Source: an optimization exercise on an open RTL-to-GDS flow (aim: small area and few clock cycles). Production flows keep margins and buffers that such runs may drop. The RTL was checked by simulation tests, not by an equivalence proof against the original design. Power and IR drop assume default switching activity.

==> design/flow/design.v <==
module crc_framer (
  input  wire       clk,
  input  wire       rst,           
  input  wire       host_we,
  input  wire [9:0] host_addr,
  input  wire [7:0] host_wdata,
  output reg  [7:0] host_rdata,
  output wire       busy
);
  localparam integer DATA_BYTES   = 64;    
  localparam integer FRAME_BYTES  = 64;    
  localparam [7:0]   MAX_DATA_LEN = 8'd56;
  localparam [7:0]   P_MARKER     = 8'h03;
  localparam [7:0] CMD_CRC_GEN   = 8'h01;
  localparam [7:0] CMD_CRC_CHECK = 8'h02;
  localparam [7:0] CMD_FRAME     = 8'h10;
  localparam [7:0] CMD_SETUP     = 8'h20;
  localparam [3:0] K_NONE      = 4'd0;
  localparam [3:0] K_OK        = 4'd1;
  localparam [3:0] K_FATAL_ERR = 4'd6;
  localparam [3:0] K_REJECTED  = 4'd8;
  localparam [3:0] R_NONE       = 4'd0;
  localparam [3:0] R_OPEN_FAIL  = 4'd7;
  localparam [3:0] R_BAD_OPCODE = 4'd10;
  localparam [3:0] R_NO_SESSION = 4'd11;
  localparam [3:0] R_RANGE      = 4'd14;
  localparam [1:0] S_IDLE  = 2'd0;
  localparam [1:0] S_SETUP = 2'd1;
  localparam [1:0] S_CRC   = 2'd2;
  localparam [1:0] S_FRAME = 2'd3;
  function [15:0] crc16_byte;
    input [15:0] crc_in;
    input [7:0]  b;
    integer k;
    reg [15:0] c;
    begin
      c = crc_in;
      for (k = 0; k < 8; k = k + 1) begin
        if (b[k] != c[15]) c = {c[14:0], 1'b0} ^ 16'h8005;
        else               c = {c[14:0], 1'b0};
      end
      crc16_byte = c;
    end
  endfunction
  reg [1:0]  state;
  reg        op_check;           
  reg [7:0]  idx;                
  reg [15:0] crc_acc;
  reg [7:0]  last_op;
  reg        done, fatal, reject;
  reg [3:0]  result_kind;
  reg [3:0]  fail_reason;
  reg [7:0]  opcode, param1;
  reg [15:0] param2;
  reg [7:0]  data_len, rx_expect_len, rx_max_len;
  reg [6:0]  bus_addr;
  reg [31:0] exec_time;
  reg [7:0]  wake_cap, nak_cap;
  reg [7:0]  frame_len;
  reg [7:0]  crc_len;
  reg        crc_valid;
  reg [15:0] crc_result;
  reg [15:0] crc_expect;
  reg [8*DATA_BYTES-1:0]  data_buf;
  reg [8*FRAME_BYTES-1:0] frame_buf;
  assign busy = (state != S_IDLE);
  wire [7:0] data_at_idx = (idx < DATA_BYTES) ? data_buf[idx[5:0]*8 +: 8] : 8'h00;
  wire [7:0] n_plus_6 = data_len + 8'd6;
  reg  [7:0] frame_byte;
  always @(*) begin
    if (idx == 8'd0)                frame_byte = P_MARKER;
    else if (idx == 8'd1)           frame_byte = data_len + 8'd7;
    else if (idx == 8'd2)           frame_byte = opcode;
    else if (idx == 8'd3)           frame_byte = param1;
    else if (idx == 8'd4)           frame_byte = param2[7:0];
    else if (idx == 8'd5)           frame_byte = param2[15:8];
    else if (idx < n_plus_6)        frame_byte = data_buf[(idx - 8'd6)*8 +: 8];
    else if (idx == n_plus_6)       frame_byte = crc_acc[7:0];
    else                            frame_byte = crc_acc[15:8];
  end
  wire wr_idle = host_we && (state == S_IDLE);
  always @(posedge clk) begin
    if (rst) begin
      state         <= S_IDLE;
      op_check      <= 1'b0;
      idx           <= 8'd0;
      crc_acc       <= 16'd0;
      last_op       <= 8'd0;
      done          <= 1'b0;
      fatal         <= 1'b0;
      reject        <= 1'b0;
      result_kind   <= K_NONE;
      fail_reason   <= R_NONE;
      opcode        <= 8'd0;
      param1        <= 8'd0;
      param2        <= 16'd0;
      data_len      <= 8'd0;
      rx_expect_len <= 8'd0;
      rx_max_len    <= 8'd0;
      bus_addr      <= 7'd0;
      exec_time     <= 32'd0;
      wake_cap      <= 8'd0;
      nak_cap       <= 8'd0;
      frame_len     <= 8'd0;
      crc_len       <= 8'd0;
      crc_valid     <= 1'b0;
      crc_result    <= 16'd0;
      crc_expect    <= 16'd0;
      data_buf      <= {8*DATA_BYTES{1'b0}};
      frame_buf     <= {8*FRAME_BYTES{1'b0}};
    end else begin
      if (host_we && state != S_IDLE)
        reject <= 1'b1;
      if (wr_idle) begin
        case (host_addr)
          10'h000: begin
            last_op     <= host_wdata;
            done        <= 1'b0;
            result_kind <= K_NONE;
            fail_reason <= R_NONE;
            frame_buf   <= {8*FRAME_BYTES{1'b0}};
            frame_len   <= 8'd0;
            idx         <= 8'd0;
            crc_acc     <= 16'd0;
            case (host_wdata)
              CMD_CRC_GEN, CMD_CRC_CHECK: begin
                op_check <= (host_wdata == CMD_CRC_CHECK);
                state    <= S_CRC;
              end
              CMD_FRAME: begin
                if (data_len > MAX_DATA_LEN) begin
                  reject      <= 1'b1;
                  done        <= 1'b1;
                  result_kind <= K_REJECTED;
                  fail_reason <= R_RANGE;
                end else begin
                  state <= S_FRAME;
                end
              end
              CMD_SETUP: state <= S_SETUP;
              8'h21, 8'h22, 8'h23, 8'h24, 8'h30, 8'h31: begin
                reject      <= 1'b1;
                done        <= 1'b1;
                result_kind <= K_REJECTED;
                fail_reason <= R_NO_SESSION;
              end
              default: begin
                reject      <= 1'b1;
                done        <= 1'b1;
                result_kind <= K_REJECTED;
                fail_reason <= R_BAD_OPCODE;
              end
            endcase
          end
          10'h002: begin
            if (host_wdata[0]) begin
              done        <= 1'b0;
              reject      <= 1'b0;
              result_kind <= K_NONE;
              fail_reason <= R_NONE;
              frame_buf   <= {8*FRAME_BYTES{1'b0}};
              frame_len   <= 8'd0;
            end
          end
          10'h008: opcode           <= host_wdata;
          10'h009: param1           <= host_wdata;
          10'h00A: param2[7:0]      <= host_wdata;
          10'h00B: param2[15:8]     <= host_wdata;
          10'h00C: data_len         <= host_wdata;
          10'h00D: rx_expect_len    <= host_wdata;
          10'h00E: rx_max_len       <= host_wdata;
          10'h00F: bus_addr         <= host_wdata[6:0];
          10'h010: exec_time[7:0]   <= host_wdata;
          10'h011: exec_time[15:8]  <= host_wdata;
          10'h012: exec_time[23:16] <= host_wdata;
          10'h013: exec_time[31:24] <= host_wdata;
          10'h014: wake_cap         <= host_wdata;
          10'h015: nak_cap          <= host_wdata;
          10'h018: crc_len          <= host_wdata;
          10'h01C: crc_expect[7:0]  <= host_wdata;
          10'h01D: crc_expect[15:8] <= host_wdata;
          default: begin
            if (host_addr[9:8] == 2'b01 && host_addr[7:0] < DATA_BYTES)
              data_buf[host_addr[5:0]*8 +: 8] <= host_wdata;
          end
        endcase
      end
      case (state)
        S_SETUP: begin
          fatal       <= 1'b1;
          done        <= 1'b1;
          result_kind <= K_FATAL_ERR;
          fail_reason <= R_OPEN_FAIL;
          state       <= S_IDLE;
        end
        S_CRC: begin
          if (idx == crc_len) begin
            crc_result <= crc_acc;
            if (op_check)
              crc_valid <= (crc_acc == crc_expect);
            done        <= 1'b1;
            result_kind <= K_OK;
            state       <= S_IDLE;
          end else begin
            crc_acc <= crc16_byte(crc_acc, data_at_idx);
            idx     <= idx + 8'd1;
          end
        end
        S_FRAME: begin
          frame_buf[idx[5:0]*8 +: 8] <= frame_byte;
          if (idx != 8'd0 && idx < n_plus_6)
            crc_acc <= crc16_byte(crc_acc, frame_byte);
          if (idx == data_len + 8'd7) begin
            frame_len   <= data_len + 8'd8;
            done        <= 1'b1;
            result_kind <= K_OK;
            state       <= S_IDLE;
          end else begin
            idx <= idx + 8'd1;
          end
        end
        default: ;
      endcase
    end
  end
  always @(*) begin
    host_rdata = 8'h00;
    case (host_addr[9:8])
      2'b00: begin
        case (host_addr[7:0])
          8'h00: host_rdata = last_op;
          8'h01: host_rdata = {3'b000, 1'b0, reject, fatal, done, busy};
          8'h03: host_rdata = {4'd0, result_kind};
          8'h06: host_rdata = {4'd0, fail_reason};
          8'h08: host_rdata = opcode;
          8'h09: host_rdata = param1;
          8'h0A: host_rdata = param2[7:0];
          8'h0B: host_rdata = param2[15:8];
          8'h0C: host_rdata = data_len;
          8'h0D: host_rdata = rx_expect_len;
          8'h0E: host_rdata = rx_max_len;
          8'h0F: host_rdata = {1'b0, bus_addr};
          8'h10: host_rdata = exec_time[7:0];
          8'h11: host_rdata = exec_time[15:8];
          8'h12: host_rdata = exec_time[23:16];
          8'h13: host_rdata = exec_time[31:24];
          8'h14: host_rdata = wake_cap;
          8'h15: host_rdata = nak_cap;
          8'h16: host_rdata = frame_len;
          8'h18: host_rdata = crc_len;
          8'h19: host_rdata = {7'd0, crc_valid};
          8'h1A: host_rdata = crc_result[7:0];
          8'h1B: host_rdata = crc_result[15:8];
          8'h1C: host_rdata = crc_expect[7:0];
          8'h1D: host_rdata = crc_expect[15:8];
          default: host_rdata = 8'h00;
        endcase
      end
      2'b01: if (host_addr[7:0] < DATA_BYTES)  host_rdata = data_buf[host_addr[5:0]*8 +: 8];
      2'b11: if (host_addr[7:0] < FRAME_BYTES) host_rdata = frame_buf[host_addr[5:0]*8 +: 8];
      default: host_rdata = 8'h00;    
    endcase
  end
endmodule
==> design/flow/run.sh <==
#!/bin/bash
# synth_recipe.tcl (not shown) runs the flow's synth.tcl, then flattens the netlist and writes it again
# the make line also repeats each setting of config.mk as NAME=value (left out here)
make -C /OpenROAD-flow-scripts/flow DESIGN_CONFIG=/design/flow/config.mk WORK_HOME=/design/flow/orfs CLKGATE_MAP_FILE= SYNTH_SCRIPT=/design/flow/synth_recipe.tcl finish
==> design/flow/config.mk <==
export PLATFORM = sky130hd
export DESIGN_NAME = crc_framer
export DESIGN_NICKNAME = crc_framer
export VERILOG_FILES = /design/flow/design.v
export SDC_FILE = /design/flow/constraint.sdc
export NUM_CORES = 4
export LEC_CHECK = 0
export CAP_MARGIN = 20
export CORE_MARGIN = 2
export CORE_UTILIZATION = 40
export SLEW_MARGIN = 20
==> design/flow/constraint.sdc <==
create_clock -name core_clock -period 10.0 [get_ports {clk}]
set_input_delay 2.0000 -clock core_clock [delete_from_list [all_inputs] [get_ports {clk}]]
set_output_delay 2.0000 -clock core_clock [all_outputs]
set_load 0.01 [all_outputs]
==> impl_metrics.yaml <==
pwr:
  swShare_pct: 23.5
  clkPwrFrac_pct: 49.2
  p_switching_w: 0.00244
  internal_power_w: 0.00793
  worst_ir_drop_vdd_uv: 188
  p_leak_nw: 24.0
  p_per_area_nw_per_um2: 146
  seqPwrFrac_pct: 47.3
  power.share.combinational_pct: 3.5
route:
  drt_iter0_drc: 8340
  vias: 54955
  route.antenna.remaining_nets: 0
  post_drt_via_cell_ratio: 6.35
  wirelength_um: 238000
  wl_per_cell_um: 27.5
  dr.pass1.iters: 8
  drc_errors: 0
clock_tree:
  clk_pin_slew_ns: 0.06
  cts_num_sinks: 1230
  root_buffer: "clkbuf_16"
  cts_resized: 0
  cts_tree: "built"
  ctsHoldBuffers: 0
  cts_buffers: 135
  cts_buffer_depth: 3
  clk_latency_ns: 0.81
  htree_num_levels: 4
  cts_setup_buffers: 0
yosys:
  syn-cell-area_um2: 65000
  syn_inst: 6762
  ys_ff_latch: 1230
  yosysWarningCount: 1
  syn_avg_cell_area_um2: 9.61
  ys_types: 84
  synth_nets: 6807
  ys.flop_type: "dfxtp_1"
  synth.top_cell.area_share_pct: 37.9
  async_flop_share_pct: 0
  synth_edf_count: 0
  seq_area_frac_synth_pct: 37.9
  yosys.area.top_type: "dfxtp_1"
  synth.area.top_cells: "dfxtp_1 38%, mux4_2 21%, nor2_1 9.4%"
finish:
  finalNetCount: 6436
  fill_cells: 15071
  drive_gt1_share_pct: 15.7
  design_area_um2: 70900
  multi_input_area_um2: 37800
  area_delta_synth_final_pct: 9.15
  register_area_um2: 24600
  final_core_util_pct: 44.1
placed_design:
  dpl_cell_area_um2: 66400
  portBuffers: 29
  dpl_worst_slack_ns: 1.66
  gp_congestion: 1.01
  hpwl_um: 155000
job:
  max_cap_viol_count: 0
sta:
  hold_violations: 0
  setup_ws_ns: 1.49
  slew-limit-headroom_pct: 16.0
  setup_viol: 0
  whs_ns: 0.461
  fin_skew_ns: 0.0356
  period_needed_ns: 8.51
  tightest_slew_ns: 1.26
  slew_violations: 0
  tns_ns: 0
  grt_setup_unrepaired: "false"
  fin_crit_sh_pct: 85.1
  fmax_ghz: 0.118
grt:
  gr-usage-all-layers_pct: 28.2
  grt_pass1_vias: 50050
  overflow: 0
  grt_max_degree: 222
  antenna_found_initial: 8
  grt_first_pass_wirelength_um: 349000
floorplan:
  rows: 147
  chipHeight_um: 407
  die-area_um2: 166000
  initial_core_util_pct: 40.4
  core_area_um2: 161000
  ioPinCount: 30
  die_w_um: 407
worst_hold_path:
  hold_path_class: "register to register"
worst_setup_path:
  crit_top_cell: "mux4_2"
  crit_fanout: 73
  crit_family: "multiplexers"
  path_buf_inv: 3
  crit_required_ns: 8.00
  cp-end-kind: "primary output"
  crit_arrival_ns: 6.51
  cp_slowest_stage_delay_ns: 0.65
  worstPathCellList: "buf_8 -> buf_12 -> mux4_2 -> mux4_2 -> mux4_2 -> a22oi_1 -> o21ai_0 -> clkdlybuf4s50_1"
  cp-start-kind: "input pin"
  criticalPathCategory: "input pin to primary output"
  slowest_stage: "a22oi_1"
run_status:
  outcome: "complete, no violations"
==> through the flow <==
step                total power (W)  instances
finish                       0.0104       8661
global route                 0.0106       8656
CTS                          0.0104       8656
detailed placement          0.00537       8414
global placement            0.00536       8412
floorplan                   0.00525       6762
==> path summary, 6_finish.rpt <==
| check | from | endpoint | slack, ns | depth (start not counted) |
|---|---|---|---|---|
| min | exec_time[12] | exec_time[12] | 0.46 | 2 |
| min reg2reg | exec_time[12] | exec_time[12] | 0.46 | 2 |
| max | host_addr[0] | host_rdata[1] | 1.49 | 8 |
| max reg2reg | idx[1] | crc_acc[15] | 2.84 | 14 |
==> final cells by class <==
| cell class | count | share of cell area (%) |
|---|---|---|
| multi-input combinational | 4866 | 53.3 |
| sequential | 1230 | 34.7 |
| clock buffer | 190 | 5.52 |
| tap | 2160 | 3.81 |
| timing repair buffer | 135 | 1.70 |
| clock inverter | 52 | 0.773 |
| inverter | 23 | 0.122 |
| antenna | 5 | 0.0176 |
==> tightest hold or removal path, cell delays in order, from the launching register on <==
cell     delay (ns)
dfxtp_1        0.31
nand2_1        0.05
a21oi_1        0.05
==> cell usage in the layout, fill, tap and decap left out, drive strengths merged, types with 7 or more instances in the layout <==
cell type	synthesis	final
a211oi	16	16
a21oi	304	304
a221oi	25	25
a222oi	12	12
a22o	21	21
a22oi	87	87
a31oi	451	451
and2	16	16
and3	16	16
buf	155	120
bufinv	0	8
clkbuf	488	190
clkdlybuf4s50	0	15
clkinv	3	31
clkinvlp	0	7
dfxtp	1230	1230
ha	24	24
inv	20	29
mux2	13	13
mux2i	587	587
mux4	598	598
nand2	460	460
nand2b	13	13
nand3	191	191
nand3b	10	10
nand4	26	26
nor2	1630	1630
nor2b	18	18
nor3	55	55
nor4	17	17
o211ai	8	8
o21a	9	9
o21ai	45	45
o22ai	13	13
or2	9	9
or3	7	7
or4	8	8
xnor2	62	62
xor2	33	33
==> registers in the layout, summed over array words and instances, names as in the netlist, 16 cells and up <==
register,count
data_buf,512
frame_buf,512
exec_time,32
crc_acc,16
crc_expect,16
crc_result,16
param2,16
==> layer usage <==
layer	part of all wire [%]	GRT usage, %
met5	0.10	0
met3	11	7.27
met2	43	41.7
met1	41	38.9
met4	4.8	12.1
==> synthesized netlist by cell type, drive strengths merged, types with 9 or more instances <==
cell type	count
nand4	26
nand3	191
ha	24
o22ai	13
and2	16
mux2	13
nor2b	18
a22o	21
a21oi	304
nor4	17
nor3	55
xor2	33
buf	155
mux2i	587
inv	20
a211oi	16
nand3b	10
nand2	460
o21ai	45
a222oi	12
clkbuf	488
dfxtp	1230
a221oi	25
a31oi	451
and3	16
a22oi	87
nor2	1630
mux4	598
o21a	9
or2	9
xnor2	62
nand2b	13
==> kinds of logic (layout without fill, tap and decap cells) <==
| family | after synthesis | after routing | share of synthesized area [%] |
|---|---|---|---|
| AO/OA/AOI/OAI | 1046 | 1046 | 10.1 |
| XOR/XNOR | 101 | 101 | 1.54 |
| adder cells (fa/ha/maj) | 24 | 24 | 0.462 |
| buffers and inverters | 666 | 400 | 4.29 |
| flip-flops | 1230 | 1230 | 37.9 |
| multiplexers | 1198 | 1198 | 30.0 |
| other | 0 | 5 | 0 |
| AND/OR/NAND/NOR | 2497 | 2497 | 15.7 |
==> power groups by stage <==
stage	Clock (W)	Sequential [W]	Combinational [W]
finish	0.00510	0.00490	0.000365
global route	0.00536	0.00490	0.000379
floorplan	0	0.00501	0.000245
CTS	0.00516	0.00490	0.000358
global placement	0	0.00501	0.000354
detailed placement	0	0.00501	0.000357
Testbench counts, summed over its fixed seeds: cycles 148,599.

==> afterwards: timing with drivers on the ports <==
Ports are ideal in the flow. The routed layout listed here was re-timed in OpenROAD.
Step 1, drivers: a clkbuf_16 drives clk and a buf_2 each remaining input, both assumed.
Step 2 adds t to the input delays and takes it off the output delays; t is the mean of the earliest and latest rising clock arrival at the registers after step 1. Input paths then give back, and output paths get back, about the clock's delay inside the block.
a / b / c = ideal ports / drivers / drivers and shift; a / b = the first two.
t (ns): 0.887
setup WS [ns]: 1.491 / 1.442 / 1.442
worst setup path at the end: input to output
worst register clock-pin slew, ns: 0.07 / 0.07
cell pins on the clock port's net: 1
After both steps setup and hold are still met in this run. For this run, drivers alone change the setup slack by -0.049 ns; drivers and shift together by -0.049 ns.
